This design comes from an exercise in tuning for small area, a short achievable clock period and few clock cycles on the open sky130 flow, not from production work. In this exercise RTL edits were held to simulation tests only and were not proved equivalent to the original. Power is estimated from default activity; no workload was simulated.

--- config.mk ---
export PLATFORM = sky130hd
export DESIGN_NAME = miniature_sc
export DESIGN_NICKNAME = miniature_sc
export VERILOG_FILES = /design/flow/design.v
export SDC_FILE = /design/flow/constraint.sdc
export NUM_CORES = 4
export LEC_CHECK = 0
export CAP_MARGIN = 20
export CORE_MARGIN = 2
export CORE_UTILIZATION = 40
export PLACE_DENSITY = 0.6
export SETUP_SLACK_MARGIN = 4.5
export SLEW_MARGIN = 20
--- run.sh ---
#!/bin/bash
# synth_recipe.tcl (not shown) runs the flow's synth.tcl, then flattens the netlist and writes it again
# the make line also repeats each setting of config.mk as NAME=value (left out here)
make -C /OpenROAD-flow-scripts/flow DESIGN_CONFIG=/design/flow/config.mk WORK_HOME=/design/flow/orfs CLKGATE_MAP_FILE= SYNTH_SCRIPT=/design/flow/synth_recipe.tcl finish
--- constraint.sdc ---
create_clock -name core_clock -period 10.0 [get_ports {clk}]
set_input_delay 2.0000 -clock core_clock [delete_from_list [all_inputs] [get_ports {clk}]]
set_output_delay 2.0000 -clock core_clock [all_outputs]
set_load 0.01 [all_outputs]
--- design.v ---
module miniature_sc (
    input  wire        clk,
    input  wire        rst,
    input  wire        host_we,
    input  wire [3:0]  host_addr,
    input  wire [15:0] host_wdata,
    output wire [15:0] host_rdata,
    output wire        ready,
    output wire        mem_en,
    output wire        mem_we,
    output wire [1:0]  mem_be,
    output wire [15:0] mem_addr,
    output wire [15:0] mem_wdata,
    input  wire [15:0] mem_rdata
);
    localparam [15:0] FB_W    = 16'hAD00;   
    localparam [15:0] BMP_W   = 16'hEE00;   
    localparam [7:0]  PAL_HI  = 8'hED;      
    localparam [6:0]  DESC_HI = 7'h7F;      
    localparam [7:0] OP_NOP = 8'h00, OP_CLEAR = 8'h01, OP_RD8 = 8'h02, OP_WR8 = 8'h03,
                     OP_RD16 = 8'h04, OP_WR16 = 8'h05, OP_ENCODE = 8'h10, OP_DECODE = 8'h11,
                     OP_SPR_SET = 8'h20, OP_SPR_GET = 8'h21, OP_SPR_SETROW = 8'h22,
                     OP_PAL_SET = 8'h28, OP_PAL_GET = 8'h29, OP_PSET = 8'h30,
                     OP_FILL = 8'h31, OP_RECT = 8'h32, OP_LINE = 8'h33, OP_FBGET = 8'h34,
                     OP_RASTER = 8'h40;
    localparam [4:0] S_IDLE = 5'd0,  S_EXEC = 5'd1,
                     S_RDW  = 5'd2,  S_RD2  = 5'd3,  S_WR2 = 5'd4, S_SPRW = 5'd5,
                     S_CLR  = 5'd6,  S_FILL = 5'd7,
                     S_RECT = 5'd8,  S_LNX = 5'd9,   S_LNY = 5'd21, S_LINE0 = 5'd22, S_LINE = 5'd10,
                     S_RF   = 5'd11, S_RFW  = 5'd12, S_RX = 5'd13, S_RY = 5'd14, S_RI = 5'd15,
                     S_RB   = 5'd16, S_RP1  = 5'd17, S_RP = 5'd18, S_RW = 5'd19,
                     S_RS   = 5'd20, S_SPRR = 5'd23;
    reg [4:0]  state;
    reg [15:0] cmd;
    reg [15:0] arg0, arg1, arg2, arg3, arg4;
    reg [15:0] res0;
    reg [4:0]  res1, res2;      
    reg [1:0]  scode;           
    reg [15:0] q0, q1, q2, q3;
    reg [17:0] q4;
    reg [1:0]  qf;
    reg [6:0]  rn;              
    reg [15:0] ba;              
    reg [15:0] wa;              
    reg        ngrp;            
    reg        nend;            
    wire [15:0] rd = mem_rdata;
    assign ready = (state == S_IDLE);
    msc_hread hread (
        .host_addr(host_addr), .cmd(cmd), .arg0(arg0), .arg1(arg1), .arg2(arg2),
        .arg3(arg3), .arg4(arg4), .res0(res0), .res1(res1), .res2(res2), .scode(scode),
        .host_rdata(host_rdata)
    );
    wire [7:0] opc  = cmd[7:0];
    wire [15:0] ncmd = host_wdata;
    wire a0_8  = |arg0[15:8];
    wire a1_8  = |arg1[15:8];
    wire a2_8  = |arg2[15:8];
    wire addr1_bad = |arg1[15:1];
    wire addr2_bad = addr1_bad || (arg1[0] && arg0 == 16'hFFFF);
    reg       legal;
    reg [1:0] ecode;
    always @(*) begin
        legal = (ncmd[15:8] == 8'h00);
        case (ncmd[7:0])
            OP_NOP, OP_CLEAR, OP_RD8, OP_WR8, OP_RD16, OP_WR16, OP_ENCODE, OP_DECODE,
            OP_SPR_SET, OP_SPR_GET, OP_SPR_SETROW, OP_PAL_SET, OP_PAL_GET, OP_PSET,
            OP_FILL, OP_RECT, OP_LINE, OP_FBGET, OP_RASTER: ;
            default: legal = 1'b0;
        endcase
        ecode = 2'd0;
        if (!legal) ecode = 2'd1;
        else case (ncmd[7:0])
            OP_RD8:        if (addr1_bad) ecode = 2'd3;
            OP_WR8:        if (addr1_bad) ecode = 2'd3; else if (a2_8) ecode = 2'd2;
            OP_RD16,
            OP_WR16:       if (addr2_bad) ecode = 2'd3;
            OP_ENCODE:     if (a0_8 || a1_8 || a2_8) ecode = 2'd2;
            OP_SPR_SET:    if (a0_8 || |arg1[15:3] || |arg2[15:3] || |arg3[15:4]) ecode = 2'd2;
            OP_SPR_GET:    if (a0_8 || |arg1[15:3] || |arg2[15:3]) ecode = 2'd2;
            OP_SPR_SETROW: if (a0_8 || |arg1[15:3]) ecode = 2'd2;
            OP_PAL_SET,
            OP_PAL_GET:    if (|arg0[15:4] || |arg1[15:4]) ecode = 2'd2;
            OP_FBGET:      if (|arg0[15:14]) ecode = 2'd2;
            default: ;
        endcase
    end
    wire ok = (scode == 2'd0);
    reg  f_line, f_rd16, f_wr16, f_clr, f_pset;
    wire is_line = f_line;
    wire is_rd16 = f_rd16;
    wire is_wr16 = f_wr16;
    wire is_clr  = f_clr;
    wire pset_on = (arg0[15:7] == 9'd0) && (arg1[15:7] == 9'd0);
    wire [7:0] sbyte = arg1[1] ? rd[15:8] : rd[7:0];
    wire [7:0] q0b   = arg1[1] ? q0[15:8] : q0[7:0];
    wire [16:0] e0 = {arg0[15], arg0};
    wire [16:0] e1 = {arg1[15], arg1};
    wire [16:0] dxs = {arg2[15], arg2} + (is_line ? ~e0 : e0) + {16'd0, is_line};
    wire [16:0] dys = {arg3[15], arg3} + (is_line ? ~e1 : e1) + {16'd0, is_line};
    wire [15:0] q0s = q0 + (qf[0] ? 16'h0001 : 16'hFFFF);
    wire [15:0] q1s = q1 + (qf[1] ? 16'h0001 : 16'hFFFF);
    wire rect_empty = arg2[15] || arg2 == 16'd0 || arg3[15] || arg3 == 16'd0 ||
                      (!arg0[15] && |arg0[14:7]) || (!arg1[15] && |arg1[14:7]) ||
                      dxs[16] || dxs == 17'd0 || dys[16] || dys == 17'd0;
    wire [6:0] rxl = arg0[15] ? 7'd0 : arg0[6:0];
    wire [6:0] ryl = arg1[15] ? 7'd0 : arg1[6:0];
    wire [7:0] rxe = |dxs[15:7] ? 8'd128 : dxs[7:0];
    wire [7:0] rye = |dys[15:7] ? 8'd128 : dys[7:0];
    wire [6:0] cx = q0[6:0], cy = q1[6:0], xlo = q2[6:0];
    wire [7:0] xend = q3[7:0], yend = q4[7:0];
    wire [15:0] lx = q0, ly = q1, ldx = q2, ldy = q3;
    wire signed [17:0] lerr = q4;
    wire signed [19:0] le2  = {lerr[17], lerr, 1'b0};
    wire signed [19:0] ldx20 = {4'b0000, ldx}, ldy20 = {4'b0000, ldy};
    wire signed [17:0] ldx18 = {2'b00, ldx},   ldy18 = {2'b00, ldy};
    wire l_xs = (le2 + ldy20) >= 20'sd0;    
    wire l_ys = (ldx20 - le2) >= 20'sd0;    
    wire [17:0] dma  = ldx18 - ldy18;
    wire [17:0] lop  = l_ys ? (l_xs ? dma : ldx18) : (l_xs ? ~ldy18 : 18'd0);
    wire [17:0] lerr_n = lerr + lop + {17'd0, l_xs && !l_ys};
    wire line_on   = (lx[15:7] == 9'd0) && (ly[15:7] == 9'd0);
    wire line_last = (lx == arg2) && (ly == arg3);
    wire [15:0] q2neg = 16'd0 - q2;
    wire [15:0] q3neg = 16'd0 - q3;
    wire [15:0] bword = q0;
    wire [6:0]  X7 = q1[6:0], Y7 = q1[13:7];
    wire [7:0]  didx = q2[7:0];
    wire [3:0]  dpal = q2[11:8];
    wire        xvis = q2[12], yvis = q2[13];
    wire [5:0]  c0 = q3[5:0], c1 = q3[11:6];
    wire        fx = q3[12], fy = q3[13];
    wire [1:0]  sz = q3[15:14];
    wire [5:0]  npc = q4[5:0], npr = q4[11:6], r1 = q4[17:12];    
    wire [2:0] nm1 = {sz == 2'd3, sz[1], |sz};
    wire [5:0] sm1 = {nm1, 3'b111};           
    function [13:0] clip;                     
        input [15:0] v;
        input [5:0]  s1;
        reg signed [16:0] sv, ss;
        reg vis;
        reg [5:0] lo, hi;
        begin
            sv  = {v[15], v};
            ss  = {11'd0, s1};
            vis = (sv <= 17'sd127) && (sv + ss >= 17'sd0);
            lo  = v[15] ? (6'd0 - v[5:0]) : 6'd0;
            hi  = (sv + ss > 17'sd127) ? ~v[5:0] : s1;
            clip = {vis, lo, hi, 1'b0};
        end
    endfunction
    wire [13:0] rclip = clip(rd, sm1);
    wire       at_c1   = (npc == c1);
    wire [5:0] npc_a   = at_c1 ? c0 : npc + 6'd1;
    wire [5:0] npr_a   = at_c1 ? npr + 6'd1 : npr;
    wire       end_a   = at_c1 && (npr == r1);
    wire       grp_a   = at_c1 || (npc[1:0] == 2'b11);
    wire       last_n  = (rn == 7'd127);
    wire [6:0] rn1     = rn + 7'd1;
    wire [5:0] ac   = (state == S_RS) ? npc : npc_a;
    wire [5:0] ar   = (state == S_RS) ? npr : npr_a;
    wire [2:0] stx  = (ac[5:3] ^ {3{fx}}) & nm1;
    wire [2:0] sty  = (ar[5:3] ^ {3{fy}}) & nm1;
    wire [7:0] bidx = didx + {1'b0, sty, 1'b0, stx};
    wire [1:0]  nk    = npc[1:0] ^ {2{fx}};
    reg  [3:0]  nib;
    always @(*) begin
        case (nk)
            2'd0: nib = bword[3:0];
            2'd1: nib = bword[7:4];
            2'd2: nib = bword[11:8];
            default: nib = bword[15:12];
        endcase
    end
    wire [15:0] p_pal = {PAL_HI, dpal, nib};
    wire [6:0]  wx = X7 + {1'b0, npc};
    wire [6:0]  wy = Y7 + {1'b0, npr};
    wire [11:0] bhi_r  = 12'hEE0 + {4'd0, bidx};
    wire [15:0] b_addr = {bhi_r, ar[2:0] ^ {3{fy}}, ac[2] ^ fx};
    wire [11:0] bhi_c  = 12'hEE0 + {4'd0, arg0[7:0]};
    wire [15:0] spr_wa = {bhi_c, arg2[2:0], arg1[2]};
    wire [15:0] row_wa = {bhi_c, arg1[2:0], 1'b0};
    wire [15:0] w_addr = FB_W + {2'b00, wy, wx};
    wire [15:0] fb_q = FB_W + {2'b00, q1[6:0], q0[6:0]};
    wire [15:0] fb_a = FB_W + {2'b00, f_pset ? {arg1[6:0], arg0[6:0]} : arg0[13:0]};
    reg        p_en, p_we;
    reg [1:0]  p_be;
    reg [15:0] p_addr, p_wdata;
    reg [15:0] pa_addr;         
    always @(*) begin
        p_en    = 1'b0;
        p_we    = 1'b0;
        p_be    = 2'b11;
        p_wdata = arg2;
        p_addr  = fb_a;
        pa_addr = wa;
        case (state)
            S_EXEC: begin
                case (opc)
                    OP_RD8, OP_RD16: begin
                        p_en = ok; p_addr = {arg1[0], arg0[15:1]};
                    end
                    OP_WR8: begin
                        p_en = ok; p_we = 1'b1; p_addr = {arg1[0], arg0[15:1]};
                        p_be = arg0[0] ? 2'b10 : 2'b01;
                        p_wdata = {arg2[7:0], arg2[7:0]};
                    end
                    OP_WR16: begin
                        p_en = ok; p_we = 1'b1; p_addr = {arg1[0], arg0[15:1]};
                        p_be = arg0[0] ? 2'b10 : 2'b11;
                        p_wdata = arg0[0] ? {arg2[7:0], arg2[15:8]} : arg2;
                    end
                    OP_SPR_SET, OP_SPR_GET: begin
                        p_en = ok; p_addr = spr_wa;
                    end
                    OP_SPR_SETROW: begin
                        p_en = ok; p_we = 1'b1; p_addr = row_wa;
                    end
                    OP_PAL_SET: begin
                        p_en = ok; p_we = 1'b1; p_addr = {PAL_HI, arg0[3:0], arg1[3:0]};
                    end
                    OP_PAL_GET: begin
                        p_en = ok; p_addr = {PAL_HI, arg0[3:0], arg1[3:0]};
                    end
                    OP_PSET: begin
                        p_en = ok && pset_on; p_we = 1'b1;
                    end
                    OP_FBGET: begin
                        p_en = ok;
                    end
                    OP_RASTER: begin
                        p_en = ok; p_addr = {DESC_HI, 7'd0, 2'd3};
                    end
                    default: ;
                endcase
            end
            S_RDW: begin       
                p_en = is_rd16 && arg0[0]; p_addr = q0s;
            end
            S_WR2: begin
                p_en = 1'b1; p_we = 1'b1;
                if (is_wr16) begin
                    p_addr = q0s; p_be = 2'b01; p_wdata = {arg2[7:0], arg2[15:8]};
                end else begin
                    p_addr = row_wa | 16'd1; p_wdata = arg3;
                end
            end
            S_SPRW: begin      
                p_en = 1'b1; p_we = 1'b1; p_addr = spr_wa;
                p_be = arg1[1] ? 2'b10 : 2'b01;
                if (arg1[0]) p_wdata = {2{arg3[3:0], q0b[3:0]}};
                else         p_wdata = {2{q0b[7:4], arg3[3:0]}};
            end
            S_CLR, S_FILL: begin
                p_en = 1'b1; p_we = 1'b1; p_addr = q0;
                p_wdata = is_clr ? 16'h0000 : arg0;
            end
            S_RECT: begin
                p_en = 1'b1; p_we = 1'b1; p_wdata = arg4; p_addr = fb_q;
            end
            S_LINE: begin
                p_en = line_on; p_we = 1'b1; p_wdata = arg4; p_addr = fb_q;
            end
            S_RF: begin
                p_en = 1'b1; p_addr = {DESC_HI, rn, 2'd3};
            end
            S_RFW: begin
                p_en = !last_n; p_addr = {DESC_HI, rn1, 2'd3};
                pa_addr = {DESC_HI, rn, 2'd0};
            end
            S_RX: begin
                p_en = 1'b1; p_addr = {DESC_HI, rn, 2'd1};
            end
            S_RY: begin
                p_en = 1'b1; p_addr = {DESC_HI, rn, 2'd2};
            end
            S_RI: begin
                p_en = !(xvis && yvis) && !last_n; p_addr = {DESC_HI, rn1, 2'd3};
            end
            S_RB: begin
                p_en = 1'b1; p_addr = ba;
            end
            S_RP1, S_RP: begin
                p_en = 1'b1; p_addr = p_pal;
            end
            S_RW: begin
                if (nend) begin
                    p_en = !last_n; p_addr = {DESC_HI, rn1, 2'd3};
                end else begin
                    p_en = 1'b1; p_addr = ngrp ? ba : p_pal;
                end
            end
            default: ;
        endcase
    end
    msc_port port (
        .is_rw(state == S_RW), .is_rfw(state == S_RFW), .is_rp1(state == S_RP1), .nk(nk),
        .p_en(p_en), .p_we(p_we), .p_be(p_be), .p_addr(p_addr), .p_wdata(p_wdata),
        .pa_addr(pa_addr), .rd(rd),
        .mem_en(mem_en), .mem_we(mem_we), .mem_be(mem_be), .mem_addr(mem_addr),
        .mem_wdata(mem_wdata)
    );
    always @(posedge clk) begin
        if (rst) begin
            state  <= S_IDLE;
            cmd    <= 16'h0000;
            arg0   <= 16'h0000;
            arg1   <= 16'h0000;
            arg2   <= 16'h0000;
            arg3   <= 16'h0000;
            arg4   <= 16'h0000;
            res0   <= 16'h0000;
            res1   <= 5'd0;
            res2   <= 5'd0;
            scode  <= 2'd0;
        end else begin
            case (state)
                S_IDLE: begin
                    if (host_we) begin
                        case (host_addr)
                            4'h0: begin
                                cmd    <= host_wdata;
                                scode  <= ecode;
                                f_line <= (ncmd[7:0] == OP_LINE);
                                f_rd16 <= (ncmd[7:0] == OP_RD16);
                                f_wr16 <= (ncmd[7:0] == OP_WR16);
                                f_clr  <= (ncmd[7:0] == OP_CLEAR);
                                f_pset <= (ncmd[7:0] == OP_PSET);
                                qf     <= 2'b11;
                                state  <= S_EXEC;
                            end
                            4'h1: arg0 <= host_wdata;
                            4'h2: arg1 <= host_wdata;
                            4'h3: arg2 <= host_wdata;
                            4'h4: arg3 <= host_wdata;
                            4'h5: arg4 <= host_wdata;
                            default: ;
                        endcase
                    end
                end
                S_EXEC: begin
                    state <= S_IDLE;
                    if (ok) begin
                        case (opc)
                            OP_CLEAR: begin q0 <= 16'd0; state <= S_CLR; end
                            OP_RD8, OP_SPR_GET, OP_PAL_GET, OP_FBGET: state <= S_RDW;
                            OP_RD16: begin q0 <= {arg1[0], arg0[15:1]}; state <= S_RDW; end
                            OP_WR16: begin
                                q0 <= {arg1[0], arg0[15:1]};
                                if (arg0[0]) state <= S_WR2;
                            end
                            OP_SPR_SETROW: state <= S_WR2;
                            OP_SPR_SET: state <= S_SPRR;
                            OP_ENCODE: res0 <= {1'b1, arg0[7:3], arg1[7:3], arg2[7:3]};
                            OP_DECODE: begin
                                res0 <= {8'h00, arg0[14:10], 3'b000};
                                res1 <= arg0[9:5];
                                res2 <= arg0[4:0];
                            end
                            OP_FILL: begin q0 <= FB_W; state <= S_FILL; end
                            OP_RECT: if (!rect_empty) begin
                                q0 <= {9'd0, rxl}; q1 <= {9'd0, ryl};
                                q2[6:0] <= rxl; q3[7:0] <= rxe; q4[7:0] <= rye;
                                state <= S_RECT;
                            end
                            OP_LINE: begin
                                q0 <= arg0; q1 <= arg1; q2 <= dxs[15:0]; q3 <= dys[15:0];
                                qf <= {!dys[16] && dys != 17'd0, !dxs[16] && dxs != 17'd0};
                                q4[1:0] <= {dys[16], dxs[16]};
                                state <= S_LNX;
                            end
                            OP_RASTER: begin rn <= 7'd0; state <= S_RFW; end
                            default: ;
                        endcase
                    end
                end
                S_RDW: begin
                    state <= S_IDLE;
                    case (opc)
                        OP_RD8:  res0 <= {8'h00, arg0[0] ? rd[15:8] : rd[7:0]};
                        OP_RD16: begin
                            if (arg0[0]) begin
                                res0[7:0] <= rd[15:8];
                                state <= S_RD2;
                            end else begin
                                res0 <= rd;
                            end
                        end
                        OP_SPR_GET: res0 <= {12'h000, arg1[0] ? sbyte[7:4] : sbyte[3:0]};
                        default: res0 <= rd;    
                    endcase
                end
                S_RD2: begin res0[15:8] <= rd[7:0]; state <= S_IDLE; end
                S_WR2:  state <= S_IDLE;
                S_SPRR: begin q0 <= rd; state <= S_SPRW; end
                S_SPRW: state <= S_IDLE;
                S_CLR: begin
                    q0 <= q0s;
                    if (q0 == 16'hFFFF) state <= S_IDLE;
                end
                S_FILL: begin
                    q0 <= q0s;
                    if (q0 == FB_W + 16'h3FFF) state <= S_IDLE;
                end
                S_RECT: begin
                    if (q0s[7:0] == xend) begin
                        q0[6:0] <= xlo;
                        q1[6:0] <= q1s[6:0];
                        if (q1s[7:0] == yend) state <= S_IDLE;
                    end else begin
                        q0[6:0] <= q0s[6:0];
                    end
                end
                S_LNX: begin
                    if (q4[0]) q2 <= q2neg;
                    state <= S_LNY;
                end
                S_LNY: begin
                    if (q4[1]) q3 <= q3neg;
                    state <= S_LINE0;
                end
                S_LINE0: begin
                    q4 <= dma;
                    state <= S_LINE;
                end
                S_LINE: begin
                    if (line_last) begin
                        state <= S_IDLE;
                    end else begin
                        q4 <= lerr_n;
                        if (l_xs) q0 <= q0s;
                        if (l_ys) q1 <= q1s;
                    end
                end
                S_RF: state <= S_RFW;
                S_RFW: begin
                    q3[15:12] <= {rd[4:3], rd[2], rd[1]};
                    if (rd[0]) begin
                        state <= S_RX;
                    end else if (last_n) begin
                        state <= S_IDLE;
                    end else begin
                        rn <= rn1;
                    end
                end
                S_RX: begin
                    q1[6:0]  <= rd[6:0];
                    q2[12]   <= rclip[13];
                    q3[11:0] <= {rclip[6:1], rclip[12:7]};    
                    q4[5:0]  <= rclip[12:7];                  
                    state    <= S_RY;
                end
                S_RY: begin
                    q1[13:7] <= rd[6:0];
                    q2[13]   <= rclip[13];
                    q4[11:6] <= rclip[12:7];                  
                    q4[17:12] <= rclip[6:1];                  
                    state    <= S_RI;
                end
                S_RI: begin
                    q2[11:0] <= rd[11:0];
                    nend <= 1'b0;
                    if (xvis && yvis)  state <= S_RS;
                    else if (last_n)   state <= S_IDLE;
                    else begin rn <= rn1; state <= S_RFW; end
                end
                S_RS: begin ba <= b_addr; state <= S_RB; end
                S_RB: state <= S_RP1;
                S_RP1, S_RP: begin
                    if (state == S_RP1) q0 <= rd;
                    wa <= w_addr;
                    q4[11:0] <= {npr_a, npc_a};
                    ba <= b_addr;
                    ngrp <= grp_a;
                    nend <= end_a;
                    state <= S_RW;
                end
                S_RW: begin
                    if (rd[15]) begin
                        if (nend) begin
                            if (last_n) state <= S_IDLE;
                            else begin rn <= rn1; state <= S_RF; end
                        end else begin
                            state <= ngrp ? S_RB : S_RP;
                        end
                    end else if (nend) begin
                        if (last_n) state <= S_IDLE;
                        else begin rn <= rn1; state <= S_RFW; end
                    end else if (ngrp) begin
                        state <= S_RP1;
                    end else begin
                        wa <= w_addr;
                        q4[11:0] <= {npr_a, npc_a};
                        ba <= b_addr;
                        ngrp <= grp_a;
                        nend <= end_a;
                    end
                end
                default: state <= S_IDLE;
            endcase
        end
    end
endmodule
module msc_port (
    input  wire        is_rw, is_rfw, is_rp1,
    input  wire [1:0]  nk,
    input  wire        p_en, p_we,
    input  wire [1:0]  p_be,
    input  wire [15:0] p_addr, p_wdata, pa_addr,
    input  wire [15:0] rd,
    output wire        mem_en, mem_we,
    output wire [1:0]  mem_be,
    output wire [15:0] mem_addr, mem_wdata
);
    wire lsel = (is_rw && rd[15]) || (is_rfw && rd[0]);
    reg [3:0] nib;
    always @(*) begin
        case (nk)
            2'd0: nib = rd[3:0];
            2'd1: nib = rd[7:4];
            2'd2: nib = rd[11:8];
            default: nib = rd[15:12];
        endcase
    end
    assign mem_en    = lsel || p_en;
    assign mem_we    = lsel ? is_rw : p_we;
    assign mem_be    = p_be;
    assign mem_addr  = lsel ? pa_addr : {p_addr[15:4], is_rp1 ? nib : p_addr[3:0]};
    assign mem_wdata = is_rw ? rd : p_wdata;
endmodule
module msc_hread (
    input  wire [3:0]  host_addr,
    input  wire [15:0] cmd, arg0, arg1, arg2, arg3, arg4, res0,
    input  wire [4:0]  res1, res2,
    input  wire [1:0]  scode,
    output reg  [15:0] host_rdata
);
    always @(*) begin
        case (host_addr)
            4'h0: host_rdata = cmd;
            4'h1: host_rdata = arg0;
            4'h2: host_rdata = arg1;
            4'h3: host_rdata = arg2;
            4'h4: host_rdata = arg3;
            4'h5: host_rdata = arg4;
            4'h6: host_rdata = res0;
            4'h7: host_rdata = {8'h00, res1, 3'b000};
            4'h8: host_rdata = {8'h00, res2, 3'b000};
            4'h9: host_rdata = {10'd0, scode, 3'b000, |scode};
            4'hA: host_rdata = 16'h0080;
            4'hB: host_rdata = 16'h0080;
            default: host_rdata = 16'h0000;
        endcase
    end
endmodule
==> qor.yml, run 1 <==
cts_tree: "built"
globalRouteOverflowTotal: 0
fp.coreArea_mm2: 0.0641
worst_hold_path_type: "flop to flop"
detailedRoute.firstIterationViolations: 5566
setup_total_negative_slack_ns: 0
route.vias.total: 30200
timing.hold.ws_ns: 0.457
synth_area_per_cell_um2: 7.59
clock_sink_count: 255
fin_area_mm2: 0.0309
timing.critical_path.to_type: "primary output"
p_seq_share_pct: 32.6
worst-endpoint-required_ns: 8.00
cp.arrival_ns: 3.78
rows: 93
cts-root-to-sink-buffers: 3
final_nets: 3697
port_buffers: 91
origin_of_the_worst_min_delay_path: "res2[2]"
swShare_pct: 38.4
start_kind: "flop"
routed_wl_um: 141000
netlist_instances: 3405
p_switching_mw: 1.46
report.final.setup_viol: 0
maxSlewHeadroom_pct: 20.1
cell_internal_pwr_mw: 2.33
synth.top_cell.area_share_pct: 14.6
multiInputGateArea_mm2: 0.0192
maxcap_violations: 0
grt_start_max_net_pins: 86
grt.total_usage_pct: 40.6
synthToLayoutAreaGrowth_pct: 19.8
routedWlPerCell_um: 32.1
place_area_mm2: 0.0276
grt_pass1_vias: 27300
drcViolationCount: 0
crit_chain: "clkinvlp_4 -> buf_6 -> ha_4 -> o21ai_4 -> a21oi_4 -> o21ai_2 -> a21boi_2 -> o2111ai_2 -> a31oi_2 -> buf_4 -> xnor2_1 -> o2111ai_1 -> o311a_1 -> clkdlybuf4s15_2"
seqCellArea_mm2: 0.00639
async_flop_share_pct: 0
final_layout_size_suffix_gt1_share_pct: 14.9
final.fill_count: 6317
clock_power_share_pct: 33.2
yosys-top-cells-count: "447 x nand2_1, 343 x a21oi_1, 294 x nor2_1"
antenna_found_initial: 12
final.setup_skew_ns: 0.0259
timing.final.crit_period_ns: 5.78
grt_pass1_wl_um: 197000
longest_individual_stage_delay_on_the_worst_path_ns: 0.56
drtAntennaViolNets: 0
final_max_slew_viol_count: 0
synthFlopType: "dfxtp_1"
syn-num-nets: 3607
post-synth-top-count-cell: "nand2_1"
numPlacedInstances: 4195
pwr_density_cell_mw_per_mm2: 123
yosysSeqAreaShare_pct: 24.6
htreeDepth: 2
initial_core_utilization_pct: 40.3
crit_path_start: "qf[0]"
yosys_warnings: 3
die_height_um: 258
number_of_buffers_added_by_the_clock_tree_synthesis_step: 35
synth_top_cells_by_area: "edfxtp_1 15%, dfxtp_1 10%, ha_1 7.3%"
cell_leakage_power_nw: 11.8
final_hpwl_dp_um: 99800
synth_seq_cells: 255
setup.reg_to_reg.worst_slack_ns: 4.56
fmaxAchievable_ghz: 0.173
floorplan.die_area_mm2: 0.0666
finalHoldViolCount: 0
post-synth-top-area-cell: "edfxtp_1"
worst_slew_pin_slew_ns: 1.20
clock_insertion_delay_worst_skew_ns: 0.59
die_w_um: 258
cpMaxStageDelayCell: "edfxtp_1"
routed_vias_inst: 6.88
regToRegStartpoint: "arg0[1]"
ports_placed_on_the_boundary: 92
clock_pin_slew_worst_setup_and_hold_paths_ns: 0.06
comb_power_share_pct: 34.1
worstPathMaxFanout: 5
setup.worst_path.class: "flop to primary output"
postCtsHoldBufs: 0
syn_area_mm2: 0.0258
synth_enable_flop_cells: 126
grt_setup_unrepaired: "yes"
clock_root_buffer: "clkbuf_16"
synth.distinct_cells: 90
post-route-period-util_pct: 57.8
ir_worst_vdd_mv: 0.108
gp_routability_congestion: 1.06
status: "timing/DRC/antenna clean"
detailedRoute.firstPassIterationCount: 9
layout.cells.non_filler: 4386
-- per-stage QoR --
stage               utilization, %  power (mW)  setup WS, ns
floorplan                        -        1.87          4.53
global placement              43.0        2.32          2.92
detailed placement            43.0        2.31          3.01
CTS                           47.4        3.68          4.30
global route                  48.2        3.88          4.19
finish                        48.2        3.79          4.22
-- state kept, by name (all words and copies together) (netlist names), 2 cells and up --
register	count
wa	15
q0	16
arg3	16
arg4	16
qf	2
q4	18
scode	2
rn	7
q3	16
state	5
res0	16
cmd	16
ba	13
arg1	16
res2	5
arg0	16
q1	16
q2	16
arg2	16
res1	5
-- placed cells by master (no fill, tap or decap), types with 41 or more instances in the layout --
| master | n |
|---|---|
| o21ai_0 | 164 |
| a22oi_1 | 57 |
| dfxtp_1 | 118 |
| a21oi_1 | 327 |
| mux2i_1 | 64 |
| a211oi_1 | 57 |
| edfxtp_1 | 126 |
| ha_1 | 141 |
| inv_1 | 106 |
| xnor2_1 | 154 |
| a21o_1 | 41 |
| a221oi_1 | 42 |
| nand3_1 | 100 |
| nor3_1 | 70 |
| nand2_1 | 432 |
| nor2_1 | 270 |
| buf_4 | 165 |
| nor4_1 | 42 |
| xor2_1 | 95 |
-- area by class of cell --
type,count,area share (%)
Multi-Input combinational cell,2794,61.9
Antenna cell,11,0.0890
Inverter,110,1.36
Tap cell,855,3.46
Clock buffer,46,3.10
Clock inverter,16,0.441
Sequential cell,255,20.7
Timing Repair Buffer,299,8.98
-- worst paths after layout --
kind	endpoint	depth (start not counted)
min	res2[2]	2
min reg2reg	res2[2]	2
max	mem_addr[12]	14
max reg2reg	q1[4]	14
-- worst max-delay path, delay by kind of cell, from the launching register on --
| family | cells | cell delay [ns] |
|---|---|---|
| AO/OA/AOI/OAI | 8 | 1.24 |
| XOR/XNOR | 1 | 0.29 |
| adder cells (fa/ha/maj) | 1 | 0.26 |
| buffers and inverters | 4 | 0.85 |
| flip-flops | 1 | 0.56 |
-- per-layer routing --
metal | GRT usage (%) | vias up | wire, µm
li1 | - | 12800 | -
met1 | 52.3 | 14200 | 52400
met2 | 57.4 | 2498 | 55900
met3 | 13.0 | 676 | 19900
met4 | 27.7 | 14 | 12500
met5 | 0.855 | - | 110
-- timing repair --
action,in CTS,in global routing
setup endpoints to repair,63,65
cloned,6,0
setup buffers,81,30
pin swaps,61,42
gates resized for setup,374,88
-- logic make-up after synthesis --
| group | after synthesis | share of synthesized area [%] |
|---|---|---|
| fa+ha+maj | 163 | 8.25 |
| flops | 255 | 24.6 |
| simple gates | 1232 | 22.3 |
| xor+xnor | 260 | 8.87 |
| buf+inv | 358 | 5.26 |
| mux | 86 | 3.80 |
| compound gates | 1051 | 26.8 |
-- power by group through the flow --
stage / clock network, mW / registers [mW] / logic (mW)
6_report: 1.26 / 1.24 / 1.29
5_1_grt: 1.30 / 1.23 / 1.35
4_1_cts: 1.25 / 1.23 / 1.20
3_5_place_dp: 0 / 1.25 / 1.06
3_3_place_gp: 0 / 1.25 / 1.07
2_1_floorplan: 0 / 1.19 / 0.679
Testbench counts, summed over its fixed seeds: cycles 666,412.
==> inputs of run 2 (changes only) <==
--- a/design.v
+++ b/design.v
@@ -28,6 +28,6 @@
                      S_CLR  = 5'd6,  S_FILL = 5'd7,
-                     S_RECT = 5'd8,  S_LNX = 5'd9,   S_LNY = 5'd21, S_LINE0 = 5'd22, S_LINE = 5'd10,
+                     S_RECT = 5'd8,  S_LNX = 5'd9,   S_LINE0 = 5'd22, S_LINE = 5'd10,
                      S_RF   = 5'd11, S_RFW  = 5'd12, S_RX = 5'd13, S_RY = 5'd14, S_RI = 5'd15,
                      S_RB   = 5'd16, S_RP1  = 5'd17, S_RP = 5'd18, S_RW = 5'd19,
-                     S_RS   = 5'd20, S_SPRR = 5'd23;
+                     S_SPRR = 5'd23, S_RDN = 5'd24, S_WRN = 5'd25;
     reg [4:0]  state;
@@ -42,3 +42,3 @@
     reg [6:0]  rn;              
-    reg [15:0] ba;              
+    reg [6:0]  rn1;             
     reg [15:0] wa;              
@@ -123,7 +123,5 @@
     wire line_last = (lx == arg2) && (ly == arg3);
-    wire [15:0] q2neg = 16'd0 - q2;
-    wire [15:0] q3neg = 16'd0 - q3;
     wire [15:0] bword = q0;
     wire [6:0]  X7 = q1[6:0], Y7 = q1[13:7];
-    wire [7:0]  didx = q2[7:0];
+    wire [7:0]  didx = q2[7:0];           
     wire [3:0]  dpal = q2[11:8];
@@ -158,5 +156,4 @@
     wire       last_n  = (rn == 7'd127);
-    wire [6:0] rn1     = rn + 7'd1;
-    wire [5:0] ac   = (state == S_RS) ? npc : npc_a;
-    wire [5:0] ar   = (state == S_RS) ? npr : npr_a;
+    wire [5:0] ac   = npc;
+    wire [5:0] ar   = npr;
     wire [2:0] stx  = (ac[5:3] ^ {3{fx}}) & nm1;
@@ -177,4 +174,3 @@
     wire [6:0]  wy = Y7 + {1'b0, npr};
-    wire [11:0] bhi_r  = 12'hEE0 + {4'd0, bidx};
-    wire [15:0] b_addr = {bhi_r, ar[2:0] ^ {3{fy}}, ac[2] ^ fx};
+    wire [15:0] b_addr = {3'b111, ~&bidx[7:5], bidx, ar[2:0] ^ {3{fy}}, ac[2] ^ fx};
     wire [11:0] bhi_c  = 12'hEE0 + {4'd0, arg0[7:0]};
@@ -236,4 +232,4 @@
             end
-            S_RDW: begin       
-                p_en = is_rd16 && arg0[0]; p_addr = q0s;
+            S_RDN: begin       
+                p_en = 1'b1; p_addr = q0;
             end
@@ -242,3 +238,3 @@
                 if (is_wr16) begin
-                    p_addr = q0s; p_be = 2'b01; p_wdata = {arg2[7:0], arg2[15:8]};
+                    p_addr = q0; p_be = 2'b01; p_wdata = {arg2[7:0], arg2[15:8]};
                 end else begin
@@ -280,3 +276,3 @@
             S_RB: begin
-                p_en = 1'b1; p_addr = ba;
+                p_en = 1'b1; p_addr = b_addr;
             end
@@ -289,3 +285,3 @@
                 end else begin
-                    p_en = 1'b1; p_addr = ngrp ? ba : p_pal;
+                    p_en = 1'b1; p_addr = ngrp ? b_addr : p_pal;
                 end
@@ -349,3 +345,3 @@
                                 q0 <= {arg1[0], arg0[15:1]};
-                                if (arg0[0]) state <= S_WR2;
+                                if (arg0[0]) state <= S_WRN;
                             end
@@ -366,8 +362,9 @@
                             OP_LINE: begin
-                                q0 <= arg0; q1 <= arg1; q2 <= dxs[15:0]; q3 <= dys[15:0];
-                                qf <= {!dys[16] && dys != 17'd0, !dxs[16] && dxs != 17'd0};
-                                q4[1:0] <= {dys[16], dxs[16]};
+                                q0 <= dxs[16] ? ~dxs[15:0] : dxs[15:0];
+                                q1 <= dys[16] ? ~dys[15:0] : dys[15:0];
+                                q4[3:0] <= {!dys[16] && dys != 17'd0, !dxs[16] && dxs != 17'd0,
+                                            dys[16], dxs[16]};
                                 state <= S_LNX;
                             end
-                            OP_RASTER: begin rn <= 7'd0; state <= S_RFW; end
+                            OP_RASTER: begin rn <= 7'd0; rn1 <= 7'd1; state <= S_RFW; end
                             default: ;
@@ -383,3 +380,4 @@
                                 res0[7:0] <= rd[15:8];
-                                state <= S_RD2;
+                                q0 <= q0s;
+                                state <= S_RDN;
                             end else begin
@@ -392,3 +390,5 @@
                 end
+                S_RDN: state <= S_RD2;
                 S_RD2: begin res0[15:8] <= rd[7:0]; state <= S_IDLE; end
+                S_WRN: begin q0 <= q0s; state <= S_WR2; end
                 S_WR2:  state <= S_IDLE;
@@ -414,7 +414,7 @@
                 S_LNX: begin
-                    if (q4[0]) q2 <= q2neg;
-                    state <= S_LNY;
-                end
-                S_LNY: begin
-                    if (q4[1]) q3 <= q3neg;
+                    q2 <= q4[0] ? q0s : q0;
+                    q3 <= q4[1] ? q1s : q1;
+                    q0 <= arg0;
+                    q1 <= arg1;
+                    qf <= q4[3:2];
                     state <= S_LINE0;
@@ -442,3 +442,3 @@
                     end else begin
-                        rn <= rn1;
+                        rn <= rn1; rn1 <= rn1 + 7'd1;
                     end
@@ -460,9 +460,8 @@
                 S_RI: begin
-                    q2[11:0] <= rd[11:0];
+                    q2[11:0] <= {rd[11:8], rd[7:0] + 8'hE0};
                     nend <= 1'b0;
-                    if (xvis && yvis)  state <= S_RS;
+                    if (xvis && yvis)  state <= S_RB;
                     else if (last_n)   state <= S_IDLE;
-                    else begin rn <= rn1; state <= S_RFW; end
+                    else begin rn <= rn1; rn1 <= rn1 + 7'd1; state <= S_RFW; end
                 end
-                S_RS: begin ba <= b_addr; state <= S_RB; end
                 S_RB: state <= S_RP1;
@@ -472,3 +471,2 @@
                     q4[11:0] <= {npr_a, npc_a};
-                    ba <= b_addr;
                     ngrp <= grp_a;
@@ -481,3 +479,3 @@
                             if (last_n) state <= S_IDLE;
-                            else begin rn <= rn1; state <= S_RF; end
+                            else begin rn <= rn1; rn1 <= rn1 + 7'd1; state <= S_RF; end
                         end else begin
@@ -487,3 +485,3 @@
                         if (last_n) state <= S_IDLE;
-                        else begin rn <= rn1; state <= S_RFW; end
+                        else begin rn <= rn1; rn1 <= rn1 + 7'd1; state <= S_RFW; end
                     end else if (ngrp) begin
@@ -493,4 +491,3 @@
                         q4[11:0] <= {npr_a, npc_a};
-                        ba <= b_addr;
-                        ngrp <= grp_a;
+                            ngrp <= grp_a;
                         nend <= end_a;
==> run 2 against run 1 <==
Utilization is 0.54 points lower. Synthesized cell count is 1.5% lower. Global-route usage decreased by 0.51 points. Critical path depth is 5 lower. Clock-buffer cell count is 3 lower. Synthesized area decreased by 0.75%. Cell count decreased by 1.5%. Sequential share of layout area fell by 0.18 points. Register-to-register slack better by 0.15 ns. Critical endpoint is now mem_addr[2]. Largest cell class unchanged. Largest power group is now the clock network.
==> qor.yml, run 2 <==
status: "timing/DRC/antenna clean"
syn_area_mm2: 0.0256
drtAntennaViolNets: 0
clock_sink_count: 248
grt_setup_unrepaired: "yes"
worst_slew_pin_slew_ns: 1.17
globalRouteOverflowTotal: 0
post_route_m1_wl_um: 50700
grt.total_usage_pct: 40.1
worst_hold_path_type: "flop to flop"
route.met2.wl_um: 54100
report.final.setup_viol: 0
post_synthesis_xor_xnor_area_fraction_pct: 8.63
routed_wl_um: 138000
hold_depth: 2
setup.reg_to_reg.worst_slack_ns: 4.71
yosys.area_share.adder_pct: 8.21
met3_length_um: 20400
longest_individual_stage_delay_on_the_worst_path_ns: 0.67
syn-num-nets: 3554
synth_enable_flop_cells: 119
clock_pin_slew_worst_setup_and_hold_paths_ns: 0.06
highest-signal-layer: "met5"
yosysSeqAreaShare_pct: 24.0
number_of_buffers_added_by_the_clock_tree_synthesis_step: 34
grt_pass1_wl_um: 194000
layout_commonest_cell: "nand2_1"
detailedRoute.firstPassIterationCount: 17
preCtsSetupSlack_ns: 3.06
netlist_instances: 3354
synth.top_cell.area_share_pct: 13.9
floorplan.die_area_mm2: 0.0661
final_nets: 3649
worst-endpoint-required_ns: 8.00
crit_chain: "inv_1 -> nor2_1 -> nand3_1 -> o21ai_4 -> nand2_1 -> a31oi_1 -> nor2_1 -> a31oi_1 -> buf_2"
maxcap_violations: 0
drcViolationCount: 0
synth_area_per_cell_um2: 7.64
fmaxAchievable_ghz: 0.176
gp_routability_congestion: 1.06
synth.distinct_cells: 87
grt_pass1_vias: 26900
postCtsHoldBufs: 0
final_hpwl_dp_um: 98400
ir_worst_vdd_mv: 0.136
setup.worst_path.class: "flop to primary output"
number_of_flip_flops_in_the_largest_register: 18
initial_core_utilization_pct: 40.6
cell_leakage_power_nw: 11.8
synthFlopType: "dfxtp_1"
regMostFlops: "q4"
ports_placed_on_the_boundary: 92
htreeDepth: 2
synth_top_cells_by_area: "edfxtp_1 14%, dfxtp_1 10%, ha_1 7.3%"
final_max_slew_viol_count: 0
critical_path.top_delay_family: "compound AO/OA/AOI/OAI gates"
port_buffers: 91
worstRegToRegCells: 13
grt_start_max_net_pins: 90
combinational_family_with_the_most_area_after_synthesis: "compound AO/OA/AOI/OAI gates"
routedWlPerCell_um: 31.9
worstPathMaxFanout: 12
maxSlewHeadroom_pct: 21.5
pwr_density_cell_mw_per_mm2: 105
synthToLayoutAreaGrowth_pct: 17.6
async_flop_share_pct: 0
final.fill_count: 6372
layout.cells.most_common_list: "458 x nand2_1, 287 x a21oi_1, 250 x nor2_1"
finalHoldViolCount: 0
routed_vias_inst: 6.91
final_layout_size_suffix_gt1_share_pct: 12.8
synthSimpleGateAreaFrac_pct: 21.7
yosys_warnings: 3
cp.arrival_ns: 3.67
yosys-top-cells-count: "468 x nand2_1, 300 x a21oi_1, 265 x nor2_1"
detailedRoute.firstIterationViolations: 5551
clock_root_buffer: "clkbuf_16"
setup_total_negative_slack_ns: 0
synth_compound_area_share_pct: 27.0
post-synth-top-count-cell: "nand2_1"
regToRegStartpoint: "arg1[0]"
timing.hold.worst_endpoint: "arg2[1]"
cpMaxStageDelayCell: "nand3_1"
fp.coreArea_mm2: 0.0632
yosys-mux-area-fraction_pct: 5.34
timing.final.crit_period_ns: 5.67
cts-root-to-sink-buffers: 3
r2r-end: "q0[11]"
die_w_um: 257
post-synth-top-area-cell: "edfxtp_1"
timing.critical_path.to_type: "primary output"
cts_tree: "built"
timing.final.ws_setup_ns: 4.33
clock_insertion_delay_worst_skew_ns: 0.60
route.vias.total: 29900
post-route-period-util_pct: 56.7
synth_seq_cells: 248
origin_of_the_worst_min_delay_path: "arg2[1]"
cp.buffers_inverters: 2
antenna_found_initial: 5
rows: 92
final.setup_skew_ns: 0.0324
die_height_um: 257
start_kind: "flop"
## run 2: changes by cell type in the layout (fill, tap and decap cells not counted), moves of 21 or more
cell,before,now
nand2_1,432,458
buf_4,165,186
a21oi_1,327,287
xnor2_1,154,120
mux2i_1,64,101
xor2_1,95,124
## run 2: cell type report
| class | instances | area (µm²) | share of cell area, % |
|---|---|---|---|
| clock inverters | 16 | 161 | 0.535 |
| multi-input cells | 2767 | 18800 | 62.4 |
| flip-flops and latches | 248 | 6170 | 20.5 |
| inverters | 95 | 373 | 1.24 |
| clock buffers | 43 | 925 | 3.07 |
| diodes | 3 | 7.51 | 0.0249 |
| well taps | 846 | 1060 | 3.51 |
| repair buffers | 303 | 2640 | 8.76 |
## run 2: power by group
part / switching [mW] / leakage [nW] / internal (mW)
registers: 0.0580 / 2.14 / 1.08
clock network: 0.535 / 0.534 / 0.711
logic: 0.498 / 9.14 / 0.280
## run 2: how the worst max path moves through the flow
stage	from	end	depth (start not counted)
final	state[0]	mem_addr[2]	9
after global routing	state[0]	mem_addr[2]	9
after CTS	cmd[4]	mem_wdata[6]	10
after detailed placement	host_addr[1]	host_rdata[2]	6
after global placement	host_addr[1]	host_rdata[6]	5
after floorplan	q4[1]	q4[6]	23
## run 2: what timing repair did
item                       CTS  global route
gates cloned                 3             2
setup endpoints to repair   60            41
setup buffers               72            44
resized for setup          266            74
pin swaps                   32            32
## run 2: metrics by stage
| stage | std cells | utilization, % | total power [mW] | area (µm²) | hold slack, ns |
|---|---|---|---|---|---|
| after floorplan | 3354 | - | 1.57 | 25600 | 0.436 |
| after global placement | 4136 | 43.3 | 1.84 | 27400 | 0.444 |
| after detailed placement | 4136 | 43.3 | 1.84 | 27400 | 0.458 |
| after CTS | 4270 | 46.7 | 3.09 | 29500 | 0.465 |
| after global routing | 4318 | 47.7 | 3.22 | 30100 | 0.477 |
| final | 4321 | 47.7 | 3.16 | 30100 | 0.468 |
## run 2: cell families (layout without fill, tap and decap cells)
kind of cell	count (synthesis)	in the layout
adders and majority gates	161	161
muxes	125	125
other	0	3
and+or+nand+nor	1197	1197
AOI/OAI and AO/OA	1033	1033
xor gates and xnor gates	251	251
DFF	248	248
buffers and inverters	339	457
## run 2: worst register-to-register path: cells and delay by family, from the launching register on
kind	cells	cell delay, ns
buffers and inverters	2	0.67
AOI/OAI and AO/OA	6	1.89
adders and majority gates	1	0.43
muxes	1	0.46
and+or+nand+nor	3	1.29
DFF	1	0.30
## run 2: routing by layer
| metal | vias to the layer above | global-route usage (%) |
|---|---|---|
| li1 | 12700 | - |
| met1 | 13900 | 51.0 |
| met2 | 2481 | 55.9 |
| met3 | 765 | 14.0 |
| met4 | 4 | 28.5 |
| met5 | - | 0.365 |
Testbench counts of run 2, summed over its fixed seeds: cycles 665,952.
==> inputs of run 3 (changes only) <==
--- a/design.v
+++ b/design.v
@@ -43,2 +43,3 @@
     reg [6:0]  rn1;             
+    wire [19:0] rn2;            
     reg [15:0] wa;              
@@ -98,6 +99,35 @@
     wire [16:0] e1 = {arg1[15], arg1};
+    function [19:0] rca;
+        input [19:0] a, b;
+        input        ci;
+        integer i;
+        reg c;
+        begin
+            c = ci;
+            for (i = 0; i < 20; i = i + 1) begin
+                rca[i] = a[i] ^ b[i] ^ c;
+                c = (a[i] & b[i]) | (c & (a[i] ^ b[i]));
+            end
+        end
+    endfunction
+    function [15:0] incdec;
+        input [15:0] a;
+        input        dec;
+        integer i;
+        reg [15:0] t;
+        reg c;
+        begin
+            t = dec ? ~a : a;
+            c = 1'b1;
+            for (i = 0; i < 16; i = i + 1) begin
+                incdec[i] = a[i] ^ c;
+                c = c & t[i];
+            end
+        end
+    endfunction
+    assign rn2 = {4'd0, incdec({9'd0, rn1}, 1'b0)};
     wire [16:0] dxs = {arg2[15], arg2} + (is_line ? ~e0 : e0) + {16'd0, is_line};
     wire [16:0] dys = {arg3[15], arg3} + (is_line ? ~e1 : e1) + {16'd0, is_line};
-    wire [15:0] q0s = q0 + (qf[0] ? 16'h0001 : 16'hFFFF);
-    wire [15:0] q1s = q1 + (qf[1] ? 16'h0001 : 16'hFFFF);
+    wire [15:0] q0s = incdec(q0, !qf[0]);
+    wire [15:0] q1s = incdec(q1, !qf[1]);
     wire rect_empty = arg2[15] || arg2 == 16'd0 || arg3[15] || arg3 == 16'd0 ||
@@ -116,4 +146,6 @@
     wire signed [17:0] ldx18 = {2'b00, ldx},   ldy18 = {2'b00, ldy};
-    wire l_xs = (le2 + ldy20) >= 20'sd0;    
-    wire l_ys = (ldx20 - le2) >= 20'sd0;    
+    wire [19:0] l_t1 = le2 + ldy20;
+    wire [19:0] l_t2 = ldx20 - le2;
+    wire l_xs = !l_t1[19];                  
+    wire l_ys = !l_t2[19];                  
     wire [17:0] dma  = ldx18 - ldy18;
@@ -137,3 +169,3 @@
         input [5:0]  s1;
-        reg signed [16:0] sv, ss;
+        reg [19:0] t;                         
         reg vis;
@@ -141,7 +173,6 @@
         begin
-            sv  = {v[15], v};
-            ss  = {11'd0, s1};
-            vis = (sv <= 17'sd127) && (sv + ss >= 17'sd0);
+            t   = rca({13'd0, v[6:0]}, {14'd0, s1}, 1'b0);
+            vis = v[15] ? (&v[15:6] && t[7]) : ~|v[15:7];
             lo  = v[15] ? (6'd0 - v[5:0]) : 6'd0;
-            hi  = (sv + ss > 17'sd127) ? ~v[5:0] : s1;
+            hi  = (!v[15] && t[7]) ? ~v[5:0] : s1;
             clip = {vis, lo, hi, 1'b0};
@@ -151,4 +182,6 @@
     wire       at_c1   = (npc == c1);
-    wire [5:0] npc_a   = at_c1 ? c0 : npc + 6'd1;
-    wire [5:0] npr_a   = at_c1 ? npr + 6'd1 : npr;
+    wire [15:0] npc1   = incdec({10'd0, npc}, 1'b0);
+    wire [15:0] npr1   = incdec({10'd0, npr}, 1'b0);
+    wire [5:0] npc_a   = at_c1 ? c0 : npc1[5:0];
+    wire [5:0] npr_a   = at_c1 ? npr1[5:0] : npr;
     wire       end_a   = at_c1 && (npr == r1);
@@ -172,4 +205,6 @@
     wire [15:0] p_pal = {PAL_HI, dpal, nib};
-    wire [6:0]  wx = X7 + {1'b0, npc};
-    wire [6:0]  wy = Y7 + {1'b0, npr};
+    wire [19:0] wx20 = rca({13'd0, X7}, {14'd0, npc}, 1'b0);
+    wire [19:0] wy20 = rca({13'd0, Y7}, {14'd0, npr}, 1'b0);
+    wire [6:0]  wx = wx20[6:0];
+    wire [6:0]  wy = wy20[6:0];
     wire [15:0] b_addr = {3'b111, ~&bidx[7:5], bidx, ar[2:0] ^ {3{fy}}, ac[2] ^ fx};
@@ -442,3 +477,3 @@
                     end else begin
-                        rn <= rn1; rn1 <= rn1 + 7'd1;
+                        rn <= rn1; rn1 <= rn2[6:0];
                     end
@@ -464,3 +499,3 @@
                     else if (last_n)   state <= S_IDLE;
-                    else begin rn <= rn1; rn1 <= rn1 + 7'd1; state <= S_RFW; end
+                    else begin rn <= rn1; rn1 <= rn2[6:0]; state <= S_RFW; end
                 end
@@ -479,3 +514,3 @@
                             if (last_n) state <= S_IDLE;
-                            else begin rn <= rn1; rn1 <= rn1 + 7'd1; state <= S_RF; end
+                            else begin rn <= rn1; rn1 <= rn2[6:0]; state <= S_RF; end
                         end else begin
@@ -485,3 +520,3 @@
                         if (last_n) state <= S_IDLE;
-                        else begin rn <= rn1; rn1 <= rn1 + 7'd1; state <= S_RFW; end
+                        else begin rn <= rn1; rn1 <= rn2[6:0]; state <= S_RFW; end
                     end else if (ngrp) begin
==> run 3 against run 2 <==
Setup slack improved by 0.17 ns. Power is 0.57% lower. Cell count shrank 4.6%. Highest routed layer unchanged. Sequential share of layout area up 0.30 points. Combinational power decreased by 4.0%. Synthesized cell count fell by 4.6%.
==> qor.yml, run 3 <==
groute.layer.met1.usage_pct: 53.8
synth_enable_flop_cells: 119
drcViolationCount: 0
pwr_density_cell_mw_per_mm2: 106
number_of_buffers_added_by_the_clock_tree_synthesis_step: 34
fp.coreArea_mm2: 0.0606
worst_slew_pin_slew_ns: 1.13
clock_power_share_pct: 40.5
ports_placed_on_the_boundary: 92
cts-root-to-sink-buffers: 3
clock_root_buffer: "clkbuf_16"
regMostFlops: "q4"
grt_pass1_vias: 26500
drtAntennaViolNets: 0
final_nets: 3495
detailedRoute.firstIterationViolations: 5045
routed_vias_inst: 6.95
yosysSeqAreaShare_pct: 25.0
cts_tree: "built"
async_flop_share_pct: 0
routedWlPerCell_um: 33.6
fmaxAchievable_ghz: 0.182
grt_max_usage_layer: "met2"
p_seq_share_pct: 35.7
post-synth-top-count-cell: "nand2_1"
grt_util_met2_pct: 61.2
initial_core_utilization_pct: 40.6
layout.cells.non_filler: 4123
setup.worst_path.class: "flop to primary output"
report.final.setup_viol: 0
die_height_um: 252
hold_depth: 2
regToRegStartpoint: "q4[1]"
yosys-top-cells-count: "442 x nand2_1, 296 x a21oi_1, 271 x nor2_1"
timing.final.crit_period_ns: 5.51
final_hpwl_dp_um: 98300
p_switching_mw: 1.08
finalHoldViolCount: 0
synthFlopType: "dfxtp_1"
layout_commonest_cell: "nand2_1"
synth_area_per_cell_um2: 7.68
final_max_slew_viol_count: 0
numPlacedInstances: 3920
swShare_pct: 34.2
synth.top_cell.area_share_pct: 14.5
maxSlewHeadroom_pct: 24.7
grt_pass1_wl_um: 195000
grt_setup_unrepaired: "yes"
place_area_mm2: 0.0264
maxcap_violations: 0
worst-endpoint-required_ns: 8.00
final.setup_skew_ns: 0.0191
final_layout_size_suffix_gt1_share_pct: 16.9
status: "timing/DRC/antenna clean"
floorplan.die_area_mm2: 0.0635
timing.hold.worst_endpoint: "arg0[10]"
r2r-end: "q4[16]"
worstRegToRegCells: 27
worstPathMaxFanout: 2
clock_pin_slew_worst_setup_and_hold_paths_ns: 0.06
setup_total_negative_slack_ns: 0
htreeDepth: 2
worst_hold_path_type: "flop to flop"
number_of_flip_flops_in_the_largest_register: 18
syn-num-nets: 3379
origin_of_the_worst_min_delay_path: "arg0[10]"
layout.cells.most_common_list: "428 x nand2_1, 285 x a21oi_1, 243 x nor2_1"
netlist_instances: 3200
post-synth-top-area-cell: "edfxtp_1"
cell_internal_pwr_mw: 2.07
globalRouteOverflowTotal: 0
post-route-period-util_pct: 55.1
comb_power_share_pct: 23.7
start_kind: "flop"
yosys_warnings: 3
routed_wl_um: 139000
antenna_found_initial: 3
clock_sink_count: 248
grt.total_usage_pct: 42.5
synthToLayoutAreaGrowth_pct: 20.8
port_buffers: 91
rows: 90
detailedRoute.firstPassIterationCount: 15
synth_seq_cells: 248
gp_routability_congestion: 1.05
cp.arrival_ns: 3.51
timing.critical_path.to_type: "primary output"
global_route.usage.met3_pct: 12.2
insertedDiodeCount: 0
synth.distinct_cells: 100
syn_area_mm2: 0.0246
setup.reg_to_reg.worst_slack_ns: 4.60
ir_worst_vdd_mv: 0.113
clock_insertion_delay_worst_skew_ns: 0.59
route.vias.total: 28700
cell_leakage_power_nw: 11.1
fin_area_mm2: 0.0297
die_w_um: 252
final.fill_count: 5972
synth_top_cells_by_area: "edfxtp_1 15%, dfxtp_1 11%, nand2_1 6.7%"
grt_start_max_net_pins: 70
[run 3: changes by cell type after synthesis, moves of 12 or more]
cell,before,now
nand4_1,23,36
xnor2_1,124,168
and3_1,39,21
nand2_1,468,442
nand2b_1,39,23
o31ai_1,15,2
clkbuf_1,207,224
o21ai_0,176,158
mux2i_1,103,60
o211ai_1,31,19
ha_1,149,124
nor4_1,45,32
[run 3: cells by family (layout without fill, tap and decap cells)]
kind of cell	after synthesis	in the layout	share of synthesized area (%)
simple gates	1137	1140	21.3
compound gates	951	951	26.1
buf+inv	347	485	5.43
xor+xnor	286	286	10.2
flops	248	248	25.0
fa+ha+maj	140	140	7.61
mux	91	91	4.26
[run 3: how the worst max path moves through the flow]
| stage | startpoint | slack, ns | endpoint |
|---|---|---|---|
| 5_1_grt | q4[2] | 4.34 | q4[17] |
| 2_1_floorplan | host_addr[0] | 4.53 | host_rdata[9] |
| 6_report | q4[4] | 4.49 | mem_addr[11] |
| 3_3_place_gp | mem_rdata[15] | 2.79 | mem_addr[8] |
| 3_5_place_dp | mem_rdata[15] | 2.61 | mem_addr[8] |
| 4_1_cts | host_addr[0] | 4.35 | host_rdata[6] |
[run 3: critical path: stages (launching register included)]
cell	delay [ns]
edfxtp_1	0.49
xnor2_1	0.17
nor2_1	0.13
ha_1	0.24
a21o_1	0.17
a21o_1	0.18
a31o_4	0.25
a21o_1	0.20
a21oi_2	0.18
xnor2_2	0.14
a211oi_2	0.26
a21oi_1	0.07
o32a_1	0.30
buf_2	0.15
[run 3: cell type report]
type                       instances  area, µm²  area share (%)
tap                              782        978            3.29
inverter                          85        347            1.17
timing repair buffer             339       3070            10.3
clock inverter                    20        194           0.653
clock buffer                      41        928            3.13
multi-input combinational       2608      18000            60.7
sequential                       248       6170            20.8
[run 3: power by group through the flow]
stage          Clock [mW]  Sequential, mW  Combinational [mW]
2_1_floorplan           0            1.11               0.402
3_3_place_gp            0            1.14               0.642
3_5_place_dp            0            1.14               0.646
4_1_cts              1.27            1.12               0.697
5_1_grt              1.31            1.12               0.766
6_report             1.28            1.12               0.747
[run 3: what timing repair did]
action,4_1_cts,5_1_grt
hold buffers,0,0
pin swaps,45,47
setup buffers,89,43
gates resized for setup,347,95
gates cloned,9,1
endpoints found under the setup margin,56,72
hold endpoints to repair,0,0
[run 3: per-layer routing]
layer	part of all wire, %	vias up
met5	0.012	-
met4	9.1	2
met3	13	641
met2	41	2362
met1	37	13600
li1	-	12000
[run 3: per-stage QoR]
| step | utilization (%) | hold slack, ns | setup WS [ns] | power, mW |
|---|---|---|---|---|
| after floorplan | - | 0.436 | 4.53 | 1.51 |
| after global placement | 43.5 | 0.443 | 2.79 | 1.79 |
| after detailed placement | 43.5 | 0.450 | 2.61 | 1.79 |
| after CTS | 47.9 | 0.458 | 4.35 | 3.09 |
| after global routing | 49.0 | 0.495 | 4.34 | 3.20 |
| final | 49.0 | 0.461 | 4.49 | 3.15 |
Testbench counts of run 3, summed over its fixed seeds: cycles 665,952.
==> inputs of run 4 (changes only) <==
--- a/config.mk
+++ b/config.mk
@@ -10,2 +10,4 @@
 export CORE_UTILIZATION = 40
+export CTS_BUF_LIST = sky130_fd_sc_hd__clkbuf_8
+export CTS_CLUSTER_SIZE = 24
 export PLACE_DENSITY = 0.6
==> run 4 against run 3 <==
Clock-buffer cell count up 13. Still clean on timing, DRC and antenna. Power is essentially flat. Highest routed layer unchanged. Via count up 1.7%. Critical endpoint unchanged.
==> qor.yml, run 4 <==
status: "timing/DRC/antenna clean"
timing.final.ws_setup_ns: 4.33
clock_power_share_pct: 40.1
crit_chain: "buf_6 -> buf_4 -> xnor2_2 -> nor2_1 -> ha_1 -> a21o_1 -> a31o_4 -> a21o_1 -> a21oi_2 -> xnor2_2 -> a211oi_2 -> a21oi_1 -> o32a_1 -> buf_2"
drtAntennaViolNets: 0
post-synth-top-area-cell: "edfxtp_1"
number_of_buffers_added_by_the_clock_tree_synthesis_step: 48
die_height_um: 252
clock_sink_count: 248
yosys_warnings: 3
timing.hold.worst_endpoint: "arg0[10]"
routed_vias_inst: 7.00
final.setup_skew_ns: 0.0264
final_power_mw: 3.14
final_max_slew_viol_count: 0
floorplan.die_area_mm2: 0.0635
route.vias.total: 29100
finalHoldViolCount: 0
comb_power_share_pct: 24.2
synth.distinct_cells: 100
grt_pass1_vias: 26700
setup.worst_path.class: "flop to primary output"
grt_setup_unrepaired: "yes"
grt_pass1_wl_um: 195000
final_nets: 3513
layout_commonest_cell: "nand2_1"
async_flop_share_pct: 0
worst-endpoint-required_ns: 8.00
grt_start_max_net_pins: 70
synthFlopType: "dfxtp_1"
cts_tree: "built"
ir_worst_vdd_mv: 0.131
pwr_density_cell_mw_per_mm2: 105
grt.total_usage_pct: 42.5
swShare_pct: 34.3
antenna_found_initial: 7
syn-num-nets: 3379
timing.critical_path.to_type: "primary output"
routed_wl_um: 140000
initial_core_utilization_pct: 40.6
report.final.setup_viol: 0
post-route-period-util_pct: 56.7
place_area_mm2: 0.0264
final.fill_count: 5977
globalRouteOverflowTotal: 0
cell_leakage_power_nw: 11.2
numPlacedInstances: 3920
final_layout_size_suffix_gt1_share_pct: 18.0
timing.final.crit_period_ns: 5.67
synth_area_per_cell_um2: 7.68
clock_root_buffer: "clkbuf_8"
p_switching_mw: 1.08
clock_insertion_delay_worst_skew_ns: 0.69
port_buffers: 91
number_of_flip_flops_in_the_largest_register: 18
syn_area_mm2: 0.0246
regToRegStartpoint: "q4[1]"
synth_seq_cells: 248
hold_depth: 2
yosysSeqAreaShare_pct: 25.0
synth_enable_flop_cells: 119
fin_area_mm2: 0.0299
drcViolationCount: 0
synthToLayoutAreaGrowth_pct: 21.8
p_seq_share_pct: 35.8
die_w_um: 252
routedWlPerCell_um: 33.7
setup_total_negative_slack_ns: 0
postCtsHoldBufs: 0
layout.cells.non_filler: 4162
setup.reg_to_reg.worst_slack_ns: 4.61
ports_placed_on_the_boundary: 92
cp.arrival_ns: 3.67
longest_individual_stage_delay_on_the_worst_path_ns: 0.41
post-synth-top-count-cell: "nand2_1"
preCtsSetupSlack_ns: 2.61
clock_pin_slew_worst_setup_and_hold_paths_ns: 0.07
yosys-top-cells-count: "442 x nand2_1, 296 x a21oi_1, 271 x nor2_1"
htreeDepth: 2
netlist_instances: 3200
detailedRoute.firstPassIterationCount: 13
fmaxAchievable_ghz: 0.176
worstPathMaxFanout: 3
origin_of_the_worst_min_delay_path: "arg0[10]"
final_hpwl_dp_um: 98300
regMostFlops: "q4"
layout.cells.most_common_list: "427 x nand2_1, 283 x a21oi_1, 243 x nor2_1"
gp_routability_congestion: 1.05
maxcap_violations: 0
synth_top_cells_by_area: "edfxtp_1 15%, dfxtp_1 11%, nand2_1 6.7%"
detailedRoute.firstIterationViolations: 5101
maxSlewHeadroom_pct: 24.4
cts-root-to-sink-buffers: 3
cell_internal_pwr_mw: 2.07
cpMaxStageDelayCell: "edfxtp_1"
rows: 90
fp.coreArea_mm2: 0.0606
worstRegToRegCells: 27
worst_slew_pin_slew_ns: 1.13
worst_hold_path_type: "flop to flop"
synth.top_cell.area_share_pct: 14.5
r2r-end: "q4[16]"
start_kind: "flop"
[run 4: cell count changes in the layout (fill, tap and decap cells not counted), sizes merged]
cell / delta
clkinvlp: -1
clkbuf: +20
bufinv: +6
bufbuf: +1
inv: +5
diode: +7
dlymetal6s2s: +3
dlygate4sd2: +2
nor2: -1
buf: -4
clkdlybuf4s15: -2
clkinv: +5
clkdlybuf4s50: -2
[run 4: cell families (layout without fill, tap and decap cells)]
kind of cell / after synthesis / after routing / share of synthesized area, %
and+or+nand+nor: 1137 / 1139 / 21.3
AOI/OAI and AO/OA: 951 / 951 / 26.1
buffers and inverters: 347 / 518 / 5.43
xor gates and xnor gates: 286 / 286 / 10.2
DFF: 248 / 248 / 25.0
adders and majority gates: 140 / 140 / 7.61
muxes: 91 / 91 / 4.26
other: 0 / 7 / 0
[run 4: final cells by class]
type | count | area, µm² | share of cell area (%)
tap | 782 | 978 | 3.27
timing repair buffer | 344 | 3210 | 10.7
clock buffer | 54 | 743 | 2.48
sequential | 248 | 6170 | 20.6
inverter | 85 | 347 | 1.16
antenna | 7 | 17.5 | 0.0585
clock inverter | 35 | 394 | 1.32
multi-input combinational | 2607 | 18100 | 60.4
[run 4: worst max-delay path by stage]
| stage | slack [ns] | cells after the start | end | from |
|---|---|---|---|---|
| floorplan | 4.53 | 7 | host_rdata[9] | host_addr[0] |
| global placement | 2.79 | 9 | mem_addr[8] | mem_rdata[15] |
| detailed placement | 2.61 | 9 | mem_addr[8] | mem_rdata[15] |
| CTS | 4.35 | 14 | mem_addr[11] | q3[12] |
| global route | 4.27 | 14 | mem_addr[11] | q3[12] |
| finish | 4.33 | 14 | mem_addr[11] | q3[12] |
[run 4: power groups by stage]
stage / Clock, mW / Combinational (mW) / Sequential [mW]
2_1_floorplan: 0 / 0.402 / 1.11
4_1_cts: 1.26 / 0.708 / 1.12
3_3_place_gp: 0 / 0.642 / 1.14
5_1_grt: 1.30 / 0.778 / 1.12
6_report: 1.26 / 0.760 / 1.12
3_5_place_dp: 0 / 0.646 / 1.14
[run 4: worst max-delay path: cells and delay by family, from the launching register on]
family | cells | cell delay [ns]
fa+ha+maj | 1 | 0.36
buf+inv | 3 | 0.43
xor+xnor | 2 | 0.28
simple gates | 1 | 0.07
compound gates | 7 | 1.46
flops | 1 | 0.41
[run 4: timing repair]
action                     4_1_cts  5_1_grt
buffers inserted                93       41
setup endpoints to repair       57       74
cloned                           9        3
gates resized for setup        358      108
pin swaps                       46       49
[run 4: routing by layer]
metal	wire, µm	global-route usage (%)	vias up
met1	51300	53.5	13900
met3	18900	12.3	717
li1	-	-	12100
met2	56900	60.7	2443
met5	36	0	-
met4	13000	33.3	6
[run 4: per-stage QoR]
step	hold slack [ns]	utilization, %
after global routing	0.495	49.4
after CTS	0.459	48.2
after floorplan	0.436	-
after global placement	0.443	43.5
after detailed placement	0.450	43.5
final	0.458	49.4

-- re-timing with driven ports --
No port has a modelled driver above. Below, the same layouts with a new extraction and two added sets of constraints.
Step 1 sets driving cells, clkbuf_16 on the clock port and buf_2 on the other inputs (assumed; they add their load-dependent delay and slew).
Step 2 adds t to the input delays and takes it off the output delays; t is the mean of the earliest and latest rising clock arrival at the registers after step 1. Input paths then give back, and output paths get back, about the clock's delay inside the block.
a / b / c = no drivers / after step 1 / after step 2; a / b = the first two.
run | shift t [ns] | slack for setup (ns) | hold slack, ns | worst setup path after step 2 | pins driven straight from the clock port
run 1 | 0.645 | 4.223 / 4.155 / 4.296 | 0.457 / 0.457 / 0.457 | input to output | 1
run 2 | 0.656 | 4.327 / 4.259 / 4.071 | 0.468 / 0.468 / 0.468 | input to register | 1
run 3 | 0.639 | 4.492 / 4.432 / 4.477 | 0.461 / 0.461 / 0.461 | input to output | 1
run 4 | 0.726 | 4.326 / 4.274 / 4.423 | 0.458 / 0.458 / 0.458 | input to register | 1
After both steps every run listed still meets setup and hold. For run 2, which loses most, drivers alone change the setup slack by -0.068 ns; drivers and shift together by -0.256 ns.
